This design comes from an exercise in tuning for small area on the open sky130 flow, not from production work.
In this exercise RTL edits were held to simulation tests only and were not proved equivalent to the original.
Power and IR drop assume default switching activity.

<file path="design/flow/standard.sh">
#!/bin/bash
# synth_recipe.tcl (not shown) runs the flow's synth.tcl, then flattens the netlist and writes it again
# the make line also repeats each setting of config.mk as NAME=value (left out here)
make -C /OpenROAD-flow-scripts/flow DESIGN_CONFIG=/design/flow/config.mk WORK_HOME=/design/flow/orfs CLKGATE_MAP_FILE= SYNTH_SCRIPT=/design/flow/synth_recipe.tcl "${@:-finish}"
</file>
<file path="design/flow/design.v">
module alu_adder (
    input             clk,
    input             rst,
    input             req_valid,
    output            req_ready,
    input      [7:0]  ctrl,
    input      [31:0] src,
    input      [31:0] dest,
    input             flag_we,
    input      [5:0]  flag_wdata,
    output reg        resp_valid,
    output     [31:0] result,
    output     [5:0]  flags,
    output reg        faulted,
    output     [2:0]  fault_cause
);
    localparam ST_P0 = 3'd0, ST_A1 = 3'd1, ST_A2 = 3'd2, ST_LD = 3'd3;
    localparam ST_LOOP = 3'd4, ST_F1 = 3'd5, ST_F2 = 3'd6;
    reg cf, pf, af, zf, sf, of;
    assign flags = {of, sf, zf, af, pf, cf};
    reg fc_hi, fc_lo;
    assign fault_cause = {fc_hi, ~fc_hi, fc_lo};
    reg [2:0]  state;
    reg [4:0]  cnt;
    reg        first;
    reg        t;           
    reg [31:0] A;
    reg [31:0] Q;
    assign result = A;
    wire [4:0] op = ctrl[4:0];
    wire [1:0] wc = ctrl[6:5];
    wire illegal_op = ctrl[7] | (op > 5'd16);
    wire illegal_w  = (wc == 2'b11);
    wire bad = illegal_op | illegal_w;
    wire op_addsub = (op[4:2] == 3'b000);           
    wire op_sub    = op_addsub & op[1];
    wire op_carry  = op_addsub & op[0];
    wire op_mul    = (op == 5'd4) | (op == 5'd5);
    wire op_div    = (op == 5'd6) | (op == 5'd7);
    wire op_mod    = (op == 5'd8) | (op == 5'd9);
    wire op_dm     = op_div | op_mod;
    wire op_signed = op[0] & (op_mul | op_dm);      
    wire op_and    = (op == 5'd10);
    wire op_or     = (op == 5'd11);
    wire op_xor    = (op == 5'd12);
    wire op_shl    = (op == 5'd13) | (op == 5'd16);
    wire op_shr    = (op == 5'd14);
    wire op_sar    = (op == 5'd15);
    wire op_shrx   = op_shr | op_sar;
    wire g1 = wc[1] | wc[0];
    wire g2 = wc[1];
    wire [31:0] mask = {{16{g2}}, {8{g1}}, 8'hFF};
    function msb_w(input [31:0] x, input [1:0] c);
        msb_w = c[1] ? x[31] : c[0] ? x[15] : x[7];
    endfunction
    wire sn = msb_w(src, wc);
    wire dn = msb_w(dest, wc);
    wire [4:0] c = src[4:0];
    wire c_zero = (c == 5'd0);
    reg xsh, xins, xun;            
    reg ys, yd, yq, inv, cin;      
    reg qload, qbit;
    wire [32:0] x;
    assign x[0] = (xins & Q[31]) | (xun & A[0]);
    assign x[32] = xsh & A[31];
    genvar i;
    generate
        for (i = 1; i < 32; i = i + 1) begin : g_x
            assign x[i] = (xsh & A[i-1]) | (xun & A[i]);
        end
    endgenerate
    wire [31:0] yraw = ({32{ys}} & src) | ({32{yd}} & dest) | ({32{yq}} & Q);
    wire [31:0] y = (yraw ^ {32{inv}}) & mask;
    wire [33:0] cy;
    wire [33:0] S;
    assign cy[0] = cin;
    generate
        for (i = 0; i < 32; i = i + 1) begin : g_fa
            assign S[i] = x[i] ^ y[i] ^ cy[i];
            assign cy[i+1] = (x[i] & y[i]) | (x[i] & cy[i]) | (y[i] & cy[i]);
        end
    endgenerate
    assign S[32] = x[32] ^ cy[32];
    assign cy[33] = x[32] & cy[32];
    assign S[33] = cy[33];
    wire [31:0] Sm = S[31:0] & mask;
    wire s_w   = wc[1] ? S[32] : wc[0] ? S[16] : S[8];       
    wire s_w1  = wc[1] ? S[33] : wc[0] ? S[17] : S[9];       
    wire s_msb = msb_w(S[31:0], wc);                         
    wire x_msb = msb_w(x[31:0], wc);
    wire y_msb = msb_w(y, wc);
    wire q_msb = msb_w(Q, wc);
    wire n_zf = (Sm == 32'd0);
    wire n_pf = ~^S[7:0];
    wire n_sf = s_msb;
    reg        ready_c;         
    reg        fault_c;         
    reg        fhi_c, flo_c;    
    reg        wflags;          
    reg        n_cf, n_of;
    reg [2:0]  nstate;
    reg        cnt_load;
    reg [4:0]  cnt_val;
    reg        first_set;
    reg        t_n;
    wire last = (cnt == 5'd0);
    wire sub_step = first | ~t;                   
    wire pn = sn ^ dn;                            
    always @(*) begin
        xsh = 1'b0; xins = 1'b0; xun = 1'b0;
        ys = 1'b0; yd = 1'b0; yq = 1'b0; inv = 1'b0; cin = 1'b0;
        qload = 1'b0; qbit = 1'b0;
        ready_c = 1'b0; fault_c = 1'b0; fhi_c = 1'b0; flo_c = 1'b0;
        wflags = 1'b0; n_cf = 1'b0; n_of = 1'b0;
        nstate = state;
        cnt_load = 1'b0; cnt_val = 5'd31;
        first_set = 1'b0;
        t_n = t;
        case (state)
            ST_P0: begin
                if (bad) begin
                    ready_c = 1'b1; fault_c = 1'b1;
                    fhi_c = 1'b1; flo_c = ~illegal_op;
                end else if (op_mul) begin
                    ys = 1'b1; inv = op_signed & sn; cin = op_signed & sn;
                    qload = 1'b1;
                    cnt_load = 1'b1; cnt_val = 5'd31; first_set = 1'b1;
                    nstate = ST_LOOP;
                end else if (op_dm) begin
                    ys = 1'b1;
                    t_n = n_zf;
                    nstate = ST_LD;
                end else if (op_shl) begin
                    cnt_load = 1'b1; cnt_val = c; first_set = 1'b1;
                    nstate = ST_LOOP;
                end else if (op_shrx) begin
                    yd = 1'b1; inv = op_sar & dn & ~c_zero;
                    qload = 1'b1;
                    cnt_load = 1'b1; cnt_val = ~c; first_set = 1'b1;
                    nstate = ST_LOOP;
                end else if (op_or | op_xor) begin
                    ys = 1'b1; yd = 1'b1;
                    if (op_or) begin
                        ready_c = 1'b1; wflags = 1'b1;
                    end else begin
                        nstate = ST_A1;
                    end
                end else begin
                    yd = 1'b1;
                    nstate = ST_A1;
                end
            end
            ST_A1: begin
                xun = ~op_xor; xsh = op_xor;
                ys = 1'b1;
                if (op_xor) begin
                    inv = 1'b1; cin = 1'b1;
                    nstate = ST_A2;
                end else if (op_and) begin
                    nstate = ST_A2;
                end else begin
                    inv = op_sub;
                    cin = op_sub ^ (op_carry & cf);
                    ready_c = 1'b1; wflags = 1'b1;
                    n_cf = s_w ^ op_sub;
                    n_of = (x_msb ~^ y_msb) & (s_msb ^ x_msb);
                end
            end
            ST_A2: begin
                xun = 1'b1;
                ys = op_and; yd = 1'b1; inv = 1'b1; cin = 1'b1;
                ready_c = 1'b1; wflags = 1'b1;
            end
            ST_LD: begin
                if (t) begin
                    ready_c = 1'b1; fault_c = 1'b1;    
                end else begin
                    yd = 1'b1; inv = op_signed & dn; cin = op_signed & dn;
                    qload = 1'b1;
                    cnt_load = 1'b1; cnt_val = 5'd31; first_set = 1'b1;
                    nstate = ST_LOOP;
                end
            end
            ST_LOOP: begin
                if (op_mul) begin
                    xsh = ~first;
                    yd = Q[31];
                    inv = Q[31] & op_signed & dn; cin = Q[31] & op_signed & dn;
                    qbit = 1'b0;
                    t_n = (t & ~first) | s_w | s_w1;
                end else if (op_dm) begin
                    xsh = ~first; xins = 1'b1;
                    ys = 1'b1;
                    inv = sub_step ^ (op_signed & sn); cin = sub_step ^ (op_signed & sn);
                    t_n = s_w ^ sub_step;
                    qbit = ~(s_w ^ sub_step);
                end else if (op_shl) begin
                    xsh = ~first;
                    yd = first;
                    if (last) begin
                        ready_c = 1'b1; wflags = ~first;
                        n_cf = s_w;
                        n_of = s_w ^ s_msb;
                    end
                end else begin
                    xsh = ~first; xins = 1'b1;
                end
                if (last & ~op_shl) nstate = ST_F1;
            end
            ST_F1: begin
                qload = 1'b1;
                if (op_div) begin
                    yq = 1'b1;
                end else if (op_mod) begin
                    xun = 1'b1;
                    ys = t; inv = t & op_signed & sn; cin = t & op_signed & sn;
                end else begin
                    xun = 1'b1;
                end
                if (op_dm) t_n = op_signed & ~pn & q_msb;
                if (op_shrx) t_n = Q[31];
                nstate = ST_F2;
            end
            default: begin   
                yq = 1'b1;
                ready_c = 1'b1;
                if (op_mul) begin
                    inv = op_signed & pn; cin = op_signed & pn;
                    wflags = 1'b1;
                    n_cf = t | (op_signed & ~((n_sf == pn) | n_zf));
                    n_of = n_cf;
                end else if (op_dm) begin
                    inv = op_signed & (op_div ? pn : dn);
                    cin = op_signed & (op_div ? pn : dn);
                    fault_c = t; flo_c = 1'b1;           
                end else begin
                    inv = op_sar & dn & ~c_zero;
                    wflags = ~c_zero;
                    n_cf = t ^ (op_sar & dn);
                    n_of = op_shr & dn;
                end
            end
        endcase
    end
    wire active = req_valid & ~faulted;
    assign req_ready = ~faulted & ready_c;
    wire accept = active & ready_c;
    always @(posedge clk) begin
        A <= Sm;
        Q <= qload ? S[31:0] : {Q[30:0], qbit};
        t <= t_n;
        if (cnt_load) cnt <= cnt_val;
        else cnt <= cnt - 5'd1;
        first <= first_set;
    end
    always @(posedge clk) begin
        if (rst) begin
            state <= ST_P0;
            resp_valid <= 1'b0;
            faulted <= 1'b0;
            {of, sf, zf, af, pf, cf} <= 6'd0;
        end else begin
            resp_valid <= accept & ~fault_c;
            if (active) state <= accept ? ST_P0 : nstate;
            if (accept & fault_c) begin
                faulted <= 1'b1;
                fc_hi <= fhi_c;
                fc_lo <= flo_c;
            end
            if (accept & ~fault_c & wflags) begin
                cf <= n_cf;
                pf <= n_pf;
                zf <= n_zf;
                sf <= n_sf;
                of <= n_of;
            end
            if (flag_we) {of, sf, zf, af, pf, cf} <= flag_wdata;
        end
    end
endmodule
</file>
<file path="design/flow/config.mk">
export PLATFORM = sky130hd
export DESIGN_NAME = alu_adder
export DESIGN_NICKNAME = alu_adder
export VERILOG_FILES = /design/flow/design.v
export SDC_FILE = /design/flow/constraint.sdc
export NUM_CORES = 4
export LEC_CHECK = 0
export CAP_MARGIN = 20
export CORE_MARGIN = 2
export CORE_UTILIZATION = 40
export SLEW_MARGIN = 20
</file>
<file path="design/flow/flow/run.sh">
#!/bin/bash
# Standard layout, but with the smallest buffer cell on every port.
set -euo pipefail
export BUFFER_PORTS_ARGS="-buffer_cell sky130_fd_sc_hd__buf_1"
bash standard.sh > standard.log 2>&1
</file>
<file path="design/flow/constraint.sdc">
create_clock -name core_clock -period 20.0 [get_ports {clk}]
set_input_delay 4.0000 -clock core_clock [delete_from_list [all_inputs] [get_ports {clk}]]
set_output_delay 4.0000 -clock core_clock [all_outputs]
set_load 0.01 [all_outputs]
</file>
==> run summary, run 1 <==
IO Pins 126; fin crit share 0.9686; number of fillers in the final layout 1472; antenna cell count 0; global-route wire length before repair 31680 um; IR drop worst, VDD 0.08973 mV; multi-input logic area 4021 sq um; worst r2r src state[0]$_SDFFE_PP0P_; min-delay src Q[29]$_DFF_P_; Hold Path Depth 2; Synth-to-Final Area Change 17.45%; clk sink count 84; CP arrival 19.66 ns; Initial Utilization 0.4133; cell count after synthesis 702; Netlist cell types 76; Via Count 5945; DRT iter0 DRCs 553; data required time of the critical path 20.28 ns; Syn Area/Cell 8.621 sq um; register area 1712 sq um; Async S/R FF share, synth 0; core area 14640 sq um; Setup violations, final 0; vias in the first global route 5786; pin count of the biggest net entering global routing 35; Worst-Margin Slew 1.145 ns; Slew headroom 0.2295; crit-path max FO 10; Seq/Total Area, Yosys 0.2828; row count 44; Total Neg Setup Slack 0 ns; max incr delay on CP 0.62 ns; root buffer cell clkbuf_16; final WL 20040 um; CP Capture Type flop; DPL Wire Length 15150 um; power density cells 100.5 nW/um^2; Slowest-stage cell, CP or4b_4; vias per cell 5.915; share of cells above drive strength 1 0.07917; H-tree levels 3; Worst Clk Skew 0.007968 ns; remaining global-route overflow 0; DR pass1 iterations 8; CTS Buffer Depth 2; Setup Buffers After CTS 0; Hold Path Class flop to flop; gr usage total 0.2507; Die X-Extent 127.0 um; IO buf count 125; Crit Path Class input port to flop; antenna viol nets, final 0; Remaining DRCs 0; leakage power 2.860 nW; Final WS setup 0.6278 ns; hold path endpoint Q[30]$_DFF_P_; total chip power 714.1 uW; fin. max-slew vios 0; Setup WS pre-CTS 0.2677 ns; Post-Syn Nets 823; clk latency of the worst-skew pair 0.36 ns; CTS tree built; reg2reg path depth 51; most used cell along the critical path fa_1; startpoint types input port; Cell Area, Synth 6052 sq um; most used flip-flop cell after synthesis dfxtp_1; global placement routability congestion 0.9691; Seq cells post-synth 84; Clock Pin Slew Worst Setup and Hold Paths 0.07 ns; cts bufs inserted 9; post-route minimum period 19.37 ns; unrepaired setup endpoints after global routing false; fmax 0.05162 GHz; Syn. warnings 1; Final nets 937; number of flops mapped to enable cells by yosys 3; flop-to-flop setup slack 3.83 ns; average wire per standard cell 19.94 um; die height 127.0 um; max cap viols 0; antenna violations before repair 0; status no timing/DRC/antenna violations; Reg-to-Reg End cf$_SDFFE_PP0P_; Final Hold Viols 0; full die area 16130 sq um
[kinds of logic (layout without fill, tap and decap cells)]
kind of cell / Yosys count / in the layout / share of synthesized area
buf+inv: 80 / 199 / 0.05665
mux: 12 / 12 / 0.02067
compound gates: 178 / 178 / 0.2342
flops: 84 / 84 / 0.2828
xor+xnor: 44 / 44 / 0.06368
fa+ha+maj: 39 / 39 / 0.1203
simple gates: 265 / 265 / 0.2216
[sequential cells by signal (all words and copies together), names as in the netlist, 3 cells and up]
register / flops
Q: 32
A: 32
state: 3
cnt: 5
[synth_stat cells, types with 5 or more instances]
library cell  count  share of area
a211oi_1          5         0.0062
a21o_1            5         0.0062
a21oi_1          23          0.019
a222oi_1         29          0.048
a22o_1           26          0.038
a22oi_1          13          0.016
a31oi_1           9         0.0093
and2_1           28          0.029
and3_1            6         0.0062
buf_2            10         0.0083
buf_4             8         0.0099
clkbuf_1         31          0.019
dfxtp_1          81           0.27
fa_1             32           0.11
ha_1              7          0.014
inv_1            28          0.017
mux2i_1           8          0.013
nand2_1         108          0.067
nand2b_1          8         0.0083
nand3_1           9         0.0074
nand4_1           6         0.0062
nor2_1           45          0.028
nor2b_1           8         0.0083
nor3_1            9         0.0074
nor3b_1           5         0.0062
nor4_1            6         0.0062
o21ai_0          22          0.018
xnor2_1          36          0.052
xor2_1            8          0.012
[what timing repair did]
action / in CTS / in global routing
endpoints found under the setup margin: 0 / 1
resized for setup: 0 / 4
hold buffers: 0 / 0
[area by class of cell]
| class | count | area share |
|---|---|---|
| clock buffers | 12 | 0.03749 |
| clock inverters | 4 | 0.01091 |
| inverters | 28 | 0.01479 |
| multi-input cells | 538 | 0.5657 |
| flip-flops and latches | 84 | 0.2408 |
| well taps | 184 | 0.03239 |
| repair buffers | 155 | 0.09787 |
[per-layer routing]
metal | up-vias | part of all wire | GRT usage
met2 | 222 | 0.45 | 0.3884
li1 | 2781 | - | -
met5 | - | 0 | 0
met1 | 2920 | 0.47 | 0.3581
met3 | 22 | 0.064 | 0.03392
met4 | 0 | 0.017 | 0.09244
[worst max path at each step]
stage | to | slack (ns) | depth (start not counted) | start
after CTS | cf$_SDFFE_PP0P_ | 0.49 | 52 | ctrl[2]
after detailed placement | cf$_SDFFE_PP0P_ | 0.27 | 52 | ctrl[2]
after global routing | cf$_SDFFE_PP0P_ | 0.01 | 52 | ctrl[2]
after global placement | cf$_SDFFE_PP0P_ | 0.34 | 52 | ctrl[3]
final | cf$_SDFFE_PP0P_ | 0.63 | 52 | ctrl[2]
after floorplan | cf$_SDFFE_PP0P_ | 0.93 | 54 | ctrl[3]
[cells in the final DEF, fill, tap and decap left out, types with 6 or more instances in the layout]
cell type and n:
a222oi_1 29, a22oi_1 13, fa_1 32, dfxtp_1 81, nand3_1 8, nand2_1 108
and3_1 6, a31oi_1 9, ha_1 7, buf_4 30, inv_1 28, buf_1 124
xor2_1 8, o21ai_0 21, nor2_1 45, mux2i_1 8, clkbuf_16 9, nand2b_1 8
a22o_1 26, xnor2_1 36, and2_1 28, nor4_1 6, nand4_1 6, nor2b_1 8
nor3_1 9, a21oi_1 22
[per-stage QoR]
stage	instance area [sq um]	hold slack, ns	util	cells
final	7108	0.4392	0.4854	1005
after global routing	7108	0.4555	0.4854	1005
after CTS	7099	0.4411	0.4848	1005
after detailed placement	6755	0.4318	0.4613	989
after global placement	6755	0.4243	0.4613	989
after floorplan	6052	0.4162	-	702
[critical path, delay by kind of cell]
| kind | cells | cell delay, ns |
|---|---|---|
| simple gates | 7 | 1.91 |
| compound gates | 6 | 1.60 |
| xor+xnor | 1 | 0.20 |
| fa+ha+maj | 32 | 11.43 |
| buf+inv | 6 | 0.52 |
[where the power goes]
group	switching, mW	internal, mW	total (mW)	leakage, nW
Clock	0.0739	0.120	0.194	0.169
Combinational	0.154	0.115	0.269	2.00
Sequential	0.0373	0.213	0.251	0.693
Total	0.266	0.448	0.714	2.86
==> inputs of run 2 (changes only) <==
==> design/flow/run.sh (new file) <==
#!/bin/bash
# synth_recipe.tcl (not shown) runs the flow's synth.tcl, then flattens the netlist and writes it again
# the make line also repeats each setting of config.mk as NAME=value (left out here)
make -C /OpenROAD-flow-scripts/flow DESIGN_CONFIG=/design/flow/config.mk WORK_HOME=/design/flow/orfs CLKGATE_MAP_FILE= SYNTH_SCRIPT=/design/flow/synth_recipe.tcl finish
removed: design/flow/flow/run.sh
removed: design/flow/standard.sh
==> run summary, run 2 <==
average wire per standard cell 20.64 um; remaining global-route overflow 0; Clock Pin Slew Worst Setup and Hold Paths 0.07 ns; IR drop worst, VDD 0.08991 mV; Slowest-stage cell, CP clkdlybuf4s50_1; clk sink count 84; global-route wire length before repair 33110 um; Initial Utilization 0.4133; Syn. warnings 1; most frequent cells after synthesis nand2_1 (108), dfxtp_1 (81), nor2_1 (45); full die area 16130 sq um; vias in the first global route 5922; DR pass1 iterations 5; data required time of the critical path 20.27 ns; max incr delay on CP 0.60 ns; root buffer cell clkbuf_16; vias per cell 5.818; final cell count without fillers 1014; Slew headroom 0.2291; row count 44; cts bufs inserted 9; DPL Wire Length 15920 um; Via Count 5899; fin. max-slew vios 0; Async S/R FF share, synth 0; CP Capture Type flop; clk latency of the worst-skew pair 0.35 ns; Hold Path Class flop to flop; startpoint types input port; CTS tree built; Crit Path Class input port to flop; commonest non-fill, non-tap cell in the layout clkdlybuf4s50_1; antenna violations before repair 0; IO Pins 126; fmax 0.05190 GHz; total chip power 730.7 uW; DRT iter0 DRCs 556; biggest regs A (32), Q (32), cnt (5); Cell Area, Synth 6052 sq um; commonest non-fill, non-tap cells in the layout clkdlybuf4s50_1 (124), nand2_1 (108), dfxtp_1 (81); Resized cells post-CTS 0; IO buf count 125; global placement routability congestion 0.9841; cell count after synthesis 702; core area 14640 sq um; CTS Buffer Depth 2; unrepaired setup endpoints after global routing false; Worst Clk Skew 0.008808 ns; die height 127.0 um; Final nets 946; Remaining DRCs 0; placed cells 998; Syn Area/Cell 8.621 sq um; Layout Utilization 0.5455; top cells by area, synth dfxtp_1 (27%), fa_1 (11%), nand2_1 (6.7%); most common cell in the netlist nand2_1; Synth-to-Final Area Change 32.00%; most used flip-flop cell after synthesis dfxtp_1; antenna viol nets, final 0; power density cells 91.46 nW/um^2; Seq cells post-synth 84; Setup Buffers After CTS 0; gr usage total 0.2611; Total Neg Setup Slack 0 ns; Post-Syn Nets 823; post-route minimum period 19.27 ns; Seq/Total Area, Yosys 0.2828; Netlist cell types 76; CTS Hold Bufs 0; Die X-Extent 127.0 um; H-tree levels 3; antenna cell count 0; most used cell along the critical path fa_1; final WL 20930 um; Setup violations, final 0; Final Hold Viols 0; max cap viols 0; fin crit share 0.9635; post-synth top area share 0.2679; Synth area leader dfxtp_1; CP arrival 19.54 ns; Worst-Margin Slew 1.146 ns; crit-path max FO 4; status no timing/DRC/antenna violations; share of cells above drive strength 1 0.09639; pin count of the biggest net entering global routing 35; leakage power 3.220 nW; number of flops mapped to enable cells by yosys 3
## run 2: cell types whose count changed in the layout (fill, tap and decap cells not counted), moves of 2 or more
cell	previous run	this run
fa_2	0	4
buf_1	124	0
buf_12	0	2
clkbuf_8	3	1
buf_4	30	36
fa_1	32	28
clkdlybuf4s50_1	0	124
## run 2: path summary, 6_finish.rpt
| kind | endpoint | slack, ns | from | depth (start not counted) |
|---|---|---|---|---|
| worst max-delay path | cf$_SDFFE_PP0P_ | 0.73 | ctrl[5] | 52 |
| worst min-delay path | Q[14]$_DFF_P_ | 0.44 | Q[13]$_DFF_P_ | 2 |
| worst max register to register | cf$_SDFFE_PP0P_ | 4.04 | state[0]$_SDFFE_PP0P_ | 51 |
| worst min register to register | Q[14]$_DFF_P_ | 0.44 | Q[13]$_DFF_P_ | 2 |
## run 2: stage by stage
step | area [sq um] | worst slack (ns) | hold WS, ns
floorplan | 6052 | 0.9292 | 0.4162
global placement | 7630 | 0.2729 | 0.4221
detailed placement | 7630 | 0.2212 | 0.4294
CTS | 7930 | 0.4157 | 0.4414
global route | 7989 | 0.01750 | 0.4599
finish | 7989 | 0.7309 | 0.4406
## run 2: cell families after synthesis
| group | after synthesis | share of synthesized area |
|---|---|---|
| AND/OR/NAND/NOR | 265 | 0.2216 |
| adder cells (fa/ha/maj) | 39 | 0.1203 |
| flip-flops | 84 | 0.2828 |
| AO/OA/AOI/OAI | 178 | 0.2342 |
| XOR/XNOR | 44 | 0.06368 |
| multiplexers | 12 | 0.02067 |
| buffers and inverters | 80 | 0.05665 |
## run 2: layout make-up
| cell class | count | area (sq um) |
|---|---|---|
| clock buffers | 11 | 242.7 |
| fillers | 1422 | 6655 |
| flip-flops and latches | 84 | 1712 |
| well taps | 184 | 230.2 |
| inverters | 28 | 105.1 |
| clock inverters | 5 | 57.56 |
| repair buffers | 164 | 1575 |
| multi-input cells | 538 | 4066 |
## run 2: power breakdown
part / total, mW / switching, mW / leakage [nW] / internal (mW)
clock network: 0.174 / 0.0733 / 0.146 / 0.101
registers: 0.250 / 0.0370 / 0.693 / 0.214
logic: 0.306 / 0.156 / 2.38 / 0.150
## run 2: routing by layer
layer / share of wire / GRT usage
met2: 0.46 / 0.4197
met5: 0 / 0
met4: 0.015 / 0.06399
met1: 0.47 / 0.3670
met3: 0.059 / 0.04564
## run 2: critical path: cells and delay by family
family / cells / cell delay [ns]
and+or+nand+nor: 5 / 1.24
muxes: 2 / 0.64
buffers and inverters: 6 / 0.90
AOI/OAI and AO/OA: 6 / 1.26
adders and majority gates: 32 / 11.30
xor gates and xnor gates: 1 / 0.17

-- port drivers added, routing unchanged --
How much do the figures lean on ideal ports? The routed layouts below were timed once more, with nothing changed but the port constraints.
Step 1, drivers: a clkbuf_16 drives clk and a buf_2 each remaining input, both assumed.
Step 2 moves the port delays by t, midway between the first and last clock arrival at a register: inputs arrive t later, outputs are due t later. That takes back most of the time a late clock gives input paths.
Three values: no drivers, after step 1, after step 2; two values: the first two.
| run | t, ns | setup WS [ns] | slew at the worst register clock pin (ns) |
|---|---|---|---|
| run 1 | 0.395 | 0.628 / 0.646 / 0.251 | 0.07 / 0.07 |
| run 2 | 0.382 | 0.731 / 0.737 / 0.355 | 0.07 / 0.07 |
After both steps setup and hold are still met in every run listed. The setup slack of run 1, which loses most, moves by +0.018 ns with the drivers and by -0.377 ns with both steps.
